From an optimization exercise on the open Yosys and OpenROAD flow, aimed at small area, a short achievable clock period and few clock cycles; shortcuts taken in it are not production practice.
RTL that was checked went through simulation tests only; none was proved equivalent to the original.
Power figures rest on the tool's default switching activity, not on a simulated workload.

==> inputs of run a <==
## rlec_chan_enc
module rlec_chan_enc (
    input  wire        clk,
    input  wire        rst_n,
    input  wire        in_valid,
    output wire        in_ready,
    input  wire [31:0] in_data,
    input  wire        in_last,
    output reg         out_valid,
    input  wire        out_ready,
    output reg  [31:0] out_data,
    output reg  [1:0]  out_kind,
    output reg         out_last
);
    localparam NS = 15;                     
    localparam [1:0] O_IDLE = 2'd0, O_DC = 2'd1, O_TAB = 2'd2, O_RUN = 2'd3;
    function [31:0] norm;
        input [31:0] v;
        norm = (v == 32'h80000000) ? 32'h0 : v;
    endfunction
    function [1:0] cmp31;
        input [30:0] a, b;
        reg [31:0] l, e;
        integer w, i;
        begin
            l = {1'b0, ~a & b};
            e = {1'b1, ~(a ^ b)};
            for (w = 1; w < 32; w = w * 2)
                for (i = 0; i < 32; i = i + 2 * w) begin
                    l[i] = l[i + w] | (e[i + w] & l[i]);
                    e[i] = e[i + w] & e[i];
                end
            cmp31 = {l[0], e[0]};
        end
    endfunction
    function [1:0] kcmp;
        input [31:0] a, b;
        reg [1:0] m;
        begin
            m = cmp31(a[30:0], b[30:0]);
            case ({a[31], b[31]})
                2'b00: kcmp = {m[1], m[0]};
                2'b01: kcmp = 2'b00;
                2'b10: kcmp = 2'b10;
                default: kcmp = {~m[1] & ~m[0], m[0]};
            endcase
        end
    endfunction
    function [3:0] enc15;
        input [NS-1:0] oh;
        integer e;
        begin
            enc15 = 4'd0;
            for (e = 0; e < NS; e = e + 1)
                if (oh[e]) enc15 = enc15 | e[3:0];
        end
    endfunction
    function [1:0] fa;
        input a, b, c;
        fa = {(a & b) | (a & c) | (b & c), a ^ b ^ c};
    endfunction
    function [3:0] pop15;
        input [4:0] s, c;
        reg [1:0] x0, x1, x2, x3, x4, y0, y1, y2, y3, z0, z1, z2, t0;
        begin
            x0 = {c[0], s[0]};
            x1 = {c[1], s[1]};
            x2 = {c[2], s[2]};
            x3 = {c[3], s[3]};
            x4 = {c[4], s[4]};
            y0 = fa(x0[0], x1[0], x2[0]);      
  ...
clock: 10.0 ns
lec_check: 0
cap_margin: 20
core_margin: 2
core_utilization: 40
slew_margin: 20
standard.sh (not shown) runs the stock make flow with config.mk's settings and CLKGATE_MAP_FILE= SYNTH_SCRIPT=/design/flow/synth_recipe.tcl, a recipe that flattens the netlist after the stock synthesis.
==> flow/flow/run.sh <==
#!/bin/bash
# The standard layout, with ORFS's timing repair aimed at 6.0 ns of setup
# slack instead of 0 (the clock period and constraints are unchanged).
set -euo pipefail
bash standard.sh synth > synth.log 2>&1
SETUP_SLACK_MARGIN=6.0 bash standard.sh > layout.log 2>&1
==> run b: changes against run a <==
==> flow/design.v (replaced) <==
module rlec_chan_enc (
    input  wire        clk,
    input  wire        rst_n,
    input  wire        in_valid,
    output wire        in_ready,
    input  wire [31:0] in_data,
    input  wire        in_last,
    output reg         out_valid,
    input  wire        out_ready,
    output reg  [31:0] out_data,
    output reg  [1:0]  out_kind,
    output reg         out_last
);
    localparam NS = 15;                     
    localparam [1:0] O_IDLE = 2'd0, O_TAB = 2'd2, O_RUN = 2'd3;
    function [31:0] norm;
        input [31:0] v;
        norm = (v == 32'h80000000) ? 32'h0 : v;
    endfunction
    function [1:0] cmp31;
        input [30:0] a, b;
        reg [31:0] d, v;
        integer w, i;
        begin
            d = {1'b0, a ^ b};
            v = {1'b0, b};
            for (w = 1; w < 32; w = w * 2)
                for (i = 0; i < 32; i = i + 2 * w) begin
                    v[i] = d[i + w] ? v[i + w] : v[i];
                    d[i] = d[i + w] | d[i];
                end
            cmp31 = {d[0] & v[0], ~d[0]};
        end
    endfunction
    function [1:0] kcmp;
        input [31:0] a, b;
        reg [1:0] m;
        begin
            m = cmp31(a[30:0], b[30:0]);
            case ({a[31], b[31]})
                2'b00: kcmp = {m[1], m[0]};
                2'b01: kcmp = 2'b00;
                2'b10: kcmp = 2'b10;
                default: kcmp = {~m[1] & ~m[0], m[0]};
            endcase
        end
    endfunction
    function [3:0] enc15;
        input [NS-1:0] oh;
        integer e;
        begin
            enc15 = 4'd0;
            for (e = 0; e < NS; e = e + 1)
                if (oh[e]) enc15 = enc15 | e[3:0];
        end
    endfunction
    function [1:0] fa;
        input a, b, c;
        fa = {(a & b) | (a & c) | (b & c), a ^ b ^ c};
    endfunction
    function [3:0] pop15;
        input [4:0] s, c;
        reg [1:0] x0, x1, x2, x3, x4, y0, y1, y2, y3, z0, z1, z2, t0;
        begin
            x0 = {c[0], s[0]};
            x1 = {c[1], s[1]};
            x2 = {c[2], s[2]};
            x3 = {c[3], s[3]};
            x4 = {c[4], s[4]};
            y0 = fa(x0[0], x1[0], x2[0]);      
            y1 = fa(x3[0], x4[0], 1'b0);
            y2 = fa(x0[1], x1[1], x2[1]);      
            y3 = fa(x3[1], x4[1], 1'b0);
            z0 = fa(y0[0], y1[0], 1'b0);       
            z1 = fa(y0[1], y1[1], y2[0]);      
            z2 = fa(y3[0], z0[1], 1'b0);       
            t0 = fa(z1[0], z2[0], 1'b0);
            pop15 = {1'b0, z0[0]} + {t0, 1'b0} +
                    {({1'b0, z1[1]} + {1'b0, z2[1]}) + ({1'b0, y2[1]} + {1'b0, y3[1]}), 2'b00};
        end
    endfunction
    reg [31:0]   val   [0:NS-1];    
    reg [NS-1:0] valid_l;           
    reg [NS-1:0] valid_o;           
    reg [3:0]    cnt   [0:NS-1];    
    reg [3:0]    rank_l[0:NS-1];    
    reg [3:0]    nd_l;              
    reg [4:0]    occ;               
    reg [31:0]   dc_l;
    reg [3:0]    run_sl [0:NS-1];   
    reg [3:0]    run_so [0:NS-1];   
    reg [NS-1:0] rconv;             
    reg [14:1]   rst_l;             
    reg [3:0]    lpos;              
    reg [14:0]   lposh;             
    reg [3:0]    ridx;              
    reg [3:0]    prevs;             
    reg          ir;
    reg          bfirst;            
    reg          vR, fR, lR;
    reg  [31:0]  xR;
    wire         in_fire = in_valid & ir;
    assign in_ready = ir;
    reg          l_has;             
    reg          l_done;            
    reg  [1:0]   ophase;
    wire         o_idle = (ophase == O_IDLE);
    reg          cv, cac, clast, cfa, afa;
    reg [NS-1:0] ceq, cns, clt;
    reg          chit;
    wire [NS-1:0] ch   = chit ? ceq : cns;
    wire [NS-1:0] dupm = chit ? cns : {NS{1'b0}};
    wire          calloc = cac & ~chit;                  
    wire [3:0]    cp     = {cpart[3:1], cpart[0] | ~chit};   
    reg [3:0]    cpart;             
    reg          dv, dac, dlast;
    reg [NS-1:0] dh, dinc;
    reg [4:0]    dps, dpc;          
    wire l_ready = l_done | (dv & dlast);
    wire can_load = ~out_valid | out_ready;
    wire hand    = l_has & l_ready & o_idle & can_load;
    wire cA      = vR & (~fR | ~l_has | hand);
    wire acA     = vR & ~fR;                  
    reg [NS-1:0] eq, lt, freev, ns;
    reg          hit;
    integer j;
    always @(*) begin
        for (j = 0; j < NS; j = j + 1) begin
            {lt[j], eq[j]} = kcmp(val[j], xR);
            eq[j] = eq[j] & valid_l[j] & ~dupm[j];
            freev[j] = ~valid_l[j] & ~valid_o[j];
        end
        hit = |eq;
        for (j = 0; j < NS; j = j + 1)         
            ns[j] = freev[j] & ~|(freev & ((15'd1 << j) - 15'd1));
    end
    wire [NS-1:0] cwr = (cv & cac) ? ch : {NS{1'b0}};
    reg  [3:0]    cnt_a;
    always @(*) begin
        cnt_a = 4'd0;
        for (j = 0; j < NS; j = j + 1)
            if (eq[j]) cnt_a = cnt_a | (cwr[j] ? cp + 4'd1 : cnt[j] + 4'd1);
    end
    wire          alloc = acA & ~hit;
    reg [NS-1:0] inc_c, ahead_c;
    always @(*) begin
        for (j = 0; j < NS; j = j + 1) begin
            inc_c[j]   = valid_l[j] & ~cns[j] & ~ceq[j] &
                         (((cnt[j] == cp) & ~clt[j]) | ((cnt[j] == cp - 4'd1) & clt[j]));
            ahead_c[j] = valid_l[j] & ~cns[j] & ~ceq[j] &
                         ((cnt[j] > cp) | ((cnt[j] == cp) & clt[j]));
        end
    end
    wire [3:0] cslot = enc15(ch);
    wire       same  = (cslot == prevs);
    wire [3:0] ridx_n = cfa ? 4'd0 : ridx + {3'd0, ~same};
    wire [3:0] lpos_n = cfa ? 4'd0 : lpos + 4'd1;
    wire [14:0] lposh_n = cfa ? 15'd1 : {lposh[13:0], 1'b0};
    wire [3:0] pc = pop15(dps, dpc);
    reg  [4:0] ps_c, pcy_c;
    always @(*) begin
        for (j = 0; j < 5; j = j + 1)
            {pcy_c[j], ps_c[j]} = fa(ahead_c[3*j], ahead_c[3*j+1], ahead_c[3*j+2]);
    end
    reg  [3:0] rank_n [0:NS-1];
    always @(*) begin
        for (j = 0; j < NS; j = j + 1) begin
            rank_n[j] = rank_l[j];
            if (dv & dac) begin
                if (dh[j])        rank_n[j] = pc;
                else if (dinc[j]) rank_n[j] = rank_l[j] + 4'd1;
            end
        end
    end
    reg [3:0]    nd_o, k, nac_o, rpos;
    reg [14:1]   rm;                           
    reg [NS-1:0] sel;
    reg [31:0]   tabv;
    wire [3:0]   code = run_so[0];
    wire [3:0]   tslot = enc15(sel);
    reg [3:0]    nxt;
    always @(*) begin
        tabv = 32'd0;
        for (j = 0; j < NS; j = j + 1) begin
            sel[j] = valid_o[j] & (rank_l[j] == k);
            if (sel[j]) tabv = tabv | val[j];
        end
        nxt = nac_o;
        for (j = 14; j >= 1; j = j - 1)
            if (rm[j]) nxt = j[3:0];
    end
    reg  [14:1] rm_low;                        
    always @(*)
        for (j = 1; j <= 14; j = j + 1)
            rm_low[j] = rm[j] & ~|(rm & ((14'd1 << (j - 1)) - 14'd1));
    wire [3:0]  rlen   = nxt - rpos;
    wire        rlast  = ~|rm;
    wire        o_load = ~hand & can_load & ~o_idle;
    wire        oload = hand | o_load;
    reg  [34:0] onext;
    always @(*) begin
        if (hand)
            onext = {2'd0, nd_l == 4'd0, dc_l};
        else case (ophase)
            O_TAB:   onext = {2'd1, 1'b0, tabv};
            default: onext = {2'd2, rlast, 12'd0, code, 12'd0, rlen};
        endcase
    end
    wire       vR_n     = in_fire | (vR & ~cA);
    wire       fR_n     = in_fire ? bfirst : fR;
    wire       bfirst_n = in_fire ? in_last : bfirst;
    wire       l_has_n  = (l_has & ~hand) | (cA & fR);
    wire       l_done_n = (l_done | (dv & dlast)) & ~hand;
    wire       l_rdy_n  = l_done_n | (cv & clast);
    wire       o_idle_n = o_idle & ~hand;
    wire       hand_n   = l_has_n & l_rdy_n & o_idle_n & can_load;
    wire       commit_n = ~fR_n | ~l_has_n | hand_n;
    wire [4:0] occ_b    = occ + {4'd0, cv & calloc} + {4'd0, acA} + {4'd0, vR_n & ~fR_n};
    wire       ir_n     = (~vR_n | commit_n) & (bfirst_n | (occ_b <= 5'd14));
    wire [4:0] ofree    = (ophase == O_TAB && o_load) ? 5'd1 : 5'd0;
    always @(posedge clk) begin
        if (!rst_n) begin
            ir <= 1'b0; bfirst <= 1'b1; vR <= 1'b0;
            l_has <= 1'b0; l_done <= 1'b0;
            cv <= 1'b0; dv <= 1'b0;
            valid_l <= {NS{1'b0}}; valid_o <= {NS{1'b0}};
            nd_l <= 4'd0; occ <= 5'd0;
            ophase <= O_IDLE;
            out_valid <= 1'b0;
            {out_kind, out_last, out_data} <= 35'd0;
            xR <= 32'd0;
        end else begin
            {out_kind, out_last, out_data} <= {out_kind, out_last, out_data} ^
                ({35{oload}} & (onext ^ {out_kind, out_last, out_data}));
            xR <= xR ^ ({32{in_fire}} & (norm(in_data) ^ xR));
            ir <= ir_n;
            bfirst <= bfirst_n;
            vR <= vR_n;
            l_has  <= l_has_n;
            l_done <= l_done_n;
            cv <= cA;
            dv <= cv;
            if (hand) begin
                valid_l <= {NS{1'b0}};
                nd_l <= 4'd0;
            end else begin
                valid_l <= (valid_l | (acA ? ns : {NS{1'b0}})) & ~dupm;
                if (cv & calloc) nd_l <= nd_l + 4'd1;
            end
            occ <= occ + {4'd0, cv & calloc} - ofree;
            if (out_valid & out_ready) out_valid <= 1'b0;
            if (hand) begin
                valid_o <= valid_l;
                out_valid <= 1'b1;
                ophase    <= (nd_l == 4'd0) ? O_IDLE : O_TAB;
            end else if (o_load) begin
                out_valid <= 1'b1;
                case (ophase)
                    O_TAB: begin
                        valid_o <= valid_o & ~sel;
                        if (k + 4'd1 == nd_o) ophase <= O_RUN;
                    end
                    default: if (rlast) ophase <= O_IDLE;
                endcase
            end
        end
    end
    integer q;
    always @(posedge clk) begin
        if (in_fire) begin
            fR <= bfirst;
            lR <= in_last;
        end
        if (cA & fR) dc_l <= xR;
        for (j = 0; j < NS; j = j + 1) begin
            if (acA & ns[j]) val[j] <= xR;
            if (cwr[j]) cnt[j] <= cp;
        end
        if (cA) afa <= fR;             
        cac    <= acA;
        clast  <= lR;
        cfa    <= afa;
        ceq    <= eq;
        cns    <= ns;
        chit   <= acA & hit;
        cpart  <= cnt_a;
        clt    <= lt;
        dac    <= cac;
        dlast  <= clast;
        dh     <= ch;
        dinc   <= inc_c;
        dps    <= ps_c;
        dpc    <= pcy_c;
        if (cv & cac) begin
            prevs <= cslot;
            ridx  <= ridx_n;
            lpos  <= lpos_n;
            lposh <= lposh_n;
            run_sl[cfa ? 4'd0 : ridx + 4'd1] <= cslot;
            rst_l <= cfa ? 14'd0 : rst_l | (lposh_n[14:1] & {14{~same}});
        end
        for (j = 0; j < NS; j = j + 1) rank_l[j] <= rank_n[j];
        if (hand) begin
            for (j = 0; j < NS; j = j + 1) begin
                run_so[j] <= run_sl[j];
            end
            nd_o   <= nd_l;
            nac_o  <= lpos + 4'd1;
            rm     <= rst_l;
            rpos   <= 4'd0;
            k      <= 4'd0;
            rconv  <= {NS{1'b0}};
        end else if (o_load) begin
            case (ophase)
                O_TAB: begin
                    k        <= k + 4'd1;
                    for (j = 0; j < NS; j = j + 1)
                        if (~rconv[j] & (run_so[j] == tslot)) begin
                            run_so[j] <= k;
                            rconv[j]  <= 1'b1;
                        end
                end
                O_RUN: begin
                    for (q = 0; q < NS - 1; q = q + 1) run_so[q] <= run_so[q+1];
                    rm   <= rm & ~rm_low;
                    rpos <= nxt;
                end
                default: ;
            endcase
        end
    end
endmodule
==> flow/flow/run.sh (replaced) <==
#!/bin/bash
# The standard layout, with ORFS's timing repair aimed at 6.8 ns of setup
# slack instead of 0 (the clock period and constraints are unchanged).
set -euo pipefail
bash standard.sh synth > synth.log 2>&1
SETUP_SLACK_MARGIN=6.8 bash standard.sh > layout.log 2>&1
--- a/flow/config.mk
+++ b/flow/config.mk
@@ -4,8 +4,8 @@
 export VERILOG_FILES = /design/flow/design.v
 export SDC_FILE = /design/flow/constraint.sdc
 export NUM_CORES = 4
 export LEC_CHECK = 0
 export CAP_MARGIN = 20
 export CORE_MARGIN = 2
-export CORE_UTILIZATION = 40
+export CORE_UTILIZATION = 60
 export SLEW_MARGIN = 20
==> run c: changes against run a <==
--- a/flow/design.v
+++ b/flow/design.v
@@ -16,23 +16,23 @@
     function [31:0] norm;
         input [31:0] v;
         norm = (v == 32'h80000000) ? 32'h0 : v;
     endfunction
     function [1:0] cmp31;
         input [30:0] a, b;
-        reg [31:0] l, e;
+        reg [31:0] d, v;
         integer w, i;
         begin
-            l = {1'b0, ~a & b};
-            e = {1'b1, ~(a ^ b)};
+            d = {1'b0, a ^ b};
+            v = {1'b0, b};
             for (w = 1; w < 32; w = w * 2)
                 for (i = 0; i < 32; i = i + 2 * w) begin
-                    l[i] = l[i + w] | (e[i + w] & l[i]);
-                    e[i] = e[i + w] & e[i];
+                    v[i] = d[i + w] ? v[i + w] : v[i];
+                    d[i] = d[i + w] | d[i];
                 end
-            cmp31 = {l[0], e[0]};
+            cmp31 = {d[0] & v[0], ~d[0]};
         end
     endfunction
     function [1:0] kcmp;
         input [31:0] a, b;
         reg [1:0] m;
         begin
@@ -81,23 +81,23 @@
     endfunction
     reg [31:0]   val   [0:NS-1];    
     reg [NS-1:0] valid_l;           
     reg [NS-1:0] valid_o;           
     reg [3:0]    cnt   [0:NS-1];    
     reg [3:0]    rank_l[0:NS-1];    
-    reg [3:0]    rank_o[0:NS-1];    
     reg [3:0]    nd_l;              
     reg [4:0]    occ;               
     reg [31:0]   dc_l, dc_o;
     reg [3:0]    run_sl [0:NS-1];   
     reg [3:0]    run_so [0:NS-1];   
+    reg [NS-1:0] rconv;             
     reg [14:1]   rst_l;             
     reg [3:0]    lpos;              
     reg [14:0]   lposh;             
     reg [3:0]    ridx;              
-    reg [NS-1:0] prevh;             
+    reg [3:0]    prevs;             
     reg          ir;
     reg          bfirst;            
     reg          vR, fR, lR;
     reg  [31:0]  xR;
     wire         in_fire = in_valid & ir;
     assign in_ready = ir;
@@ -138,15 +138,15 @@
             inc_c[j]   = valid_l[j] & ~ch[j] &
                          (((cnt[j] == cp) & ~clt[j]) | ((cnt[j] == cp - 4'd1) & clt[j]));
             ahead_c[j] = valid_l[j] & ~ch[j] &
                          ((cnt[j] > cp) | ((cnt[j] == cp) & clt[j]));
         end
     end
-    wire       same  = |(ch & prevh);
-    wire       rnew  = cfa | ~same;           
     wire [3:0] cslot = enc15(ch);
+    wire       same  = (cslot == prevs);
+    wire       rnew  = cfa | ~same;           
     wire [3:0] ridx_n = cfa ? 4'd0 : ridx + {3'd0, ~same};
     wire [3:0] lpos_n = cfa ? 4'd0 : lpos + 4'd1;
     wire [14:0] lposh_n = cfa ? 15'd1 : {lposh[13:0], 1'b0};
     wire [3:0] pc = pop15(dps, dpc);
     reg  [4:0] ps_c, pcy_c;
     always @(*) begin
@@ -166,30 +166,40 @@
     reg [3:0]    nd_o, k, nac_o, rpos;
     reg [14:1]   rm;                           
     reg          len1_o;
     wire         can_load = ~out_valid | out_ready;
     reg [NS-1:0] sel;
     reg [31:0]   tabv;
-    reg [3:0]    code;
+    wire [3:0]   code = run_so[0];
+    wire [3:0]   tslot = enc15(sel);
     reg [3:0]    nxt;
     always @(*) begin
         tabv = 32'd0;
-        code = 4'd0;
         for (j = 0; j < NS; j = j + 1) begin
-            sel[j] = valid_o[j] & (rank_o[j] == k);
+            sel[j] = valid_o[j] & (rank_l[j] == k);
             if (sel[j]) tabv = tabv | val[j];
-            if (run_so[0] == j[3:0]) code = rank_o[j];
         end
         nxt = nac_o;
         for (j = 14; j >= 1; j = j - 1)
             if (rm[j]) nxt = j[3:0];
     end
     wire [14:1] rm_low = rm & ~(rm - 1'b1);
     wire [3:0]  rlen   = nxt - rpos;
     wire        rlast  = ~|rm;
     wire        o_load = ~hand & can_load & ~o_idle;
+    wire        oload = (hand | o_load) & can_load;
+    reg  [34:0] onext;
+    always @(*) begin
+        if (hand)
+            onext = {2'd0, nd_l == 4'd0, dc_l};
+        else case (ophase)
+            O_DC:    onext = {2'd0, len1_o, dc_o};
+            O_TAB:   onext = {2'd1, 1'b0, tabv};
+            default: onext = {2'd2, rlast, 12'd0, code, 12'd0, rlen};
+        endcase
+    end
     wire       vR_n     = in_fire | (vR & ~cA);
     wire       fR_n     = in_fire ? bfirst : fR;
     wire       bfirst_n = in_fire ? in_last : bfirst;
     wire       l_has_n  = (l_has & ~hand) | (cA & fR);
     wire       l_done_n = (l_done | (dv & dlast)) & ~hand;
     wire       l_rdy_n  = l_done_n | (cv & clast);
@@ -205,13 +215,16 @@
             l_has <= 1'b0; l_done <= 1'b0;
             cv <= 1'b0; dv <= 1'b0;
             valid_l <= {NS{1'b0}}; valid_o <= {NS{1'b0}};
             nd_l <= 4'd0; occ <= 5'd0;
             ophase <= O_IDLE;
             out_valid <= 1'b0;
+            {out_kind, out_last, out_data} <= 35'd0;
         end else begin
+            {out_kind, out_last, out_data} <= {out_kind, out_last, out_data} ^
+                ({35{oload}} & (onext ^ {out_kind, out_last, out_data}));
             ir <= ir_n;
             bfirst <= bfirst_n;
             vR <= vR_n;
             l_has  <= l_has_n;
             l_done <= l_done_n;
             cv <= cA;
@@ -272,56 +285,46 @@
         dlast  <= clast;
         dh     <= ch;
         dinc   <= inc_c;
         dps    <= ps_c;
         dpc    <= pcy_c;
         if (cv & cac) begin
-            prevh <= ch;
+            prevs <= cslot;
             ridx  <= ridx_n;
             lpos  <= lpos_n;
             lposh <= lposh_n;
             if (rnew) run_sl[ridx_n] <= cslot;
             rst_l <= cfa ? 14'd0 : rst_l | (lposh_n[14:1] & {14{~same}});
         end
         for (j = 0; j < NS; j = j + 1) rank_l[j] <= rank_n[j];
         if (hand) begin
             for (j = 0; j < NS; j = j + 1) begin
-                rank_o[j] <= rank_n[j];
                 run_so[j] <= run_sl[j];
             end
             nd_o   <= nd_l;
             nac_o  <= lpos + 4'd1;
             rm     <= rst_l;
             rpos   <= 4'd0;
             len1_o <= (nd_l == 4'd0);
             dc_o   <= dc_l;
             k      <= 4'd0;
-            if (can_load) begin
-                out_data <= dc_l;
-                out_kind <= 2'd0;
-                out_last <= (nd_l == 4'd0);
-            end
+            rconv  <= {NS{1'b0}};
         end else if (o_load) begin
             case (ophase)
-                O_DC: begin
-                    out_data <= dc_o;
-                    out_kind <= 2'd0;
-                    out_last <= len1_o;
-                end
                 O_TAB: begin
-                    out_data <= tabv;
-                    out_kind <= 2'd1;
-                    out_last <= 1'b0;
                     k        <= k + 4'd1;
+                    for (j = 0; j < NS; j = j + 1)
+                        if (~rconv[j] & (run_so[j] == tslot)) begin
+                            run_so[j] <= k;
+                            rconv[j]  <= 1'b1;
+                        end
                 end
-                default: begin
-                    out_data <= {12'd0, code, 12'd0, rlen};
-                    out_kind <= 2'd2;
-                    out_last <= rlast;
+                O_RUN: begin
                     for (q = 0; q < NS - 1; q = q + 1) run_so[q] <= run_so[q+1];
                     rm   <= rm & ~rm_low;
                     rpos <= nxt;
                 end
+                default: ;
             endcase
         end
     end
 endmodule
==> flow/flow/run.sh (replaced) <==
#!/bin/bash
# The standard layout, with ORFS's timing repair aimed at 7.3 ns of setup
# slack instead of 0 (the clock period and constraints are unchanged).
set -euo pipefail
bash standard.sh synth > synth.log 2>&1
SETUP_SLACK_MARGIN=7.3 bash standard.sh > layout.log 2>&1
--- a/flow/config.mk
+++ b/flow/config.mk
@@ -4,8 +4,8 @@
 export VERILOG_FILES = /design/flow/design.v
 export SDC_FILE = /design/flow/constraint.sdc
 export NUM_CORES = 4
 export LEC_CHECK = 0
 export CAP_MARGIN = 20
 export CORE_MARGIN = 2
-export CORE_UTILIZATION = 40
+export CORE_UTILIZATION = 60
 export SLEW_MARGIN = 20
==> run d: changes against run a <==
==> flow/flow/run.sh (replaced) <==
#!/bin/bash
# The standard layout, with ORFS's timing repair aimed at 6.5 ns of setup
# slack instead of 0 (the clock period and constraints are unchanged).
set -euo pipefail
bash standard.sh synth > synth.log 2>&1
SETUP_SLACK_MARGIN=6.5 bash standard.sh > layout.log 2>&1
==> results.txt <==
|  | run a | run d | run c | run b |
|---|---|---|---|---|
| Outcome | timing/DRC/antenna clean | timing/DRC/antenna clean | timing/DRC/antenna clean | timing/DRC/antenna clean |
| Pre-CTS setup slack | 5590 ps | 5630 ps | 5240 ps | 4560 ps |
| Pin count of the biggest net entering global routing | 117 | 71 | 140 | 65 |
| Routability Congestion | 0.964 | 0.981 | 0.975 | 0.979 |
| Register bit total from synthesis | 1121 | 1121 | 1065 | 1051 |
| Logic depth of the worst register-to-register path | 9 | 9 | 13 | 10 |
| Share of cells above drive strength 1 | 0.0731 | 0.0938 | 0.321 | 0.155 |
| Count of multi-input gates | 3311 | 3314 | 3395 | 3552 |
| Setup repair bufs after CTS | 0 | 6 | 358 | 55 |
| Gates resized, CTS repair | 0 | 129 | 1045 | 446 |
| Final HPWL DP | 135000 um | 136000 um | 122000 um | 127000 um |
| Multi-input logic area | 0.0241 mm^2 | 0.0244 mm^2 | 0.0292 mm^2 | 0.0264 mm^2 |
| Layout Utilization | 0.452 | 0.458 | 0.801 | 0.701 |
| Proportion of synthesized area in mux cells | 0.00717 | 0.00717 | 0.00964 | 0.0161 |
| Critical Path Start | xR[19]$_SDFFCE_PN0P_ | out_data[16]$_DFFE_PP_ | xR[8]$_SDFFCE_PN0P_ | - |
| Cell area after synthesis | 0.0588 mm^2 | 0.0588 mm^2 | 0.0564 mm^2 | 0.0561 mm^2 |
| GRT Resource Usage Total | 0.254 | 0.259 | 0.425 | 0.410 |
| Synthesized-area fraction occupied by adder cells | 0.127 | 0.127 | 0.0693 | 0.0707 |
| Maximum clock rate | 250 MHz | 281 MHz | 304 MHz | 304 MHz |
| Sequential power share | 0.498 | 0.485 | 0.477 | 0.489 |
| DRT iter0 DRCs | 4991 | 4764 | 7606 | 6401 |
| Max rail drop VDD | 0.144 mV | 0.156 mV | 0.166 mV | 0.161 mV |
| Power in combinational cells | 0.491 mW | 0.492 mW | 0.818 mW | 0.552 mW |
Testbench counts of run a, summed over its fixed seeds: cycles 10,409.
Testbench counts of run b, summed over its fixed seeds: cycles 10,409.
Testbench counts of run d, summed over its fixed seeds: cycles 10,409.
Only the layout flow was run in run c; the RTL was not checked for function there.

static timing again, ports no longer ideal:
The results above use ideal ports. As a check the final layouts listed here were re-extracted and re-timed, cells and wires unchanged.
Step 1 sets driving cells, clkbuf_16 on the clock port and buf_2 on the other inputs (assumed; they add their load-dependent delay and slew).
Step 2, shift: input delay + t, output delay - t, t = (earliest + latest rising clock arrival at the registers) / 2. This alone moves slack from input paths to output paths.
a / b / c = ideal / step 1 / step 2; a / b = the first two.
run | t (ns) | slack for setup (ns) | hold slack, ns | worst setup path after step 2
run a | 0.830 | 6.004 / 5.947 / 5.565 | 0.342 / 0.342 / 0.342 | input to register
run b | 0.798 | 6.713 / 6.636 / 6.073 | 0.353 / 0.353 / 0.353 | input to register
run c | 0.794 | 6.706 / 6.690 / 6.298 | 0.353 / 0.353 / 0.353 | input to register
run d | 0.849 | 6.445 / 6.365 / 5.864 | 0.340 / 0.340 / 0.340 | input to register
After both steps setup and hold are still met in every run listed. For run b, which loses most, drivers alone change the setup slack by -0.077 ns; drivers and shift together by -0.640 ns.
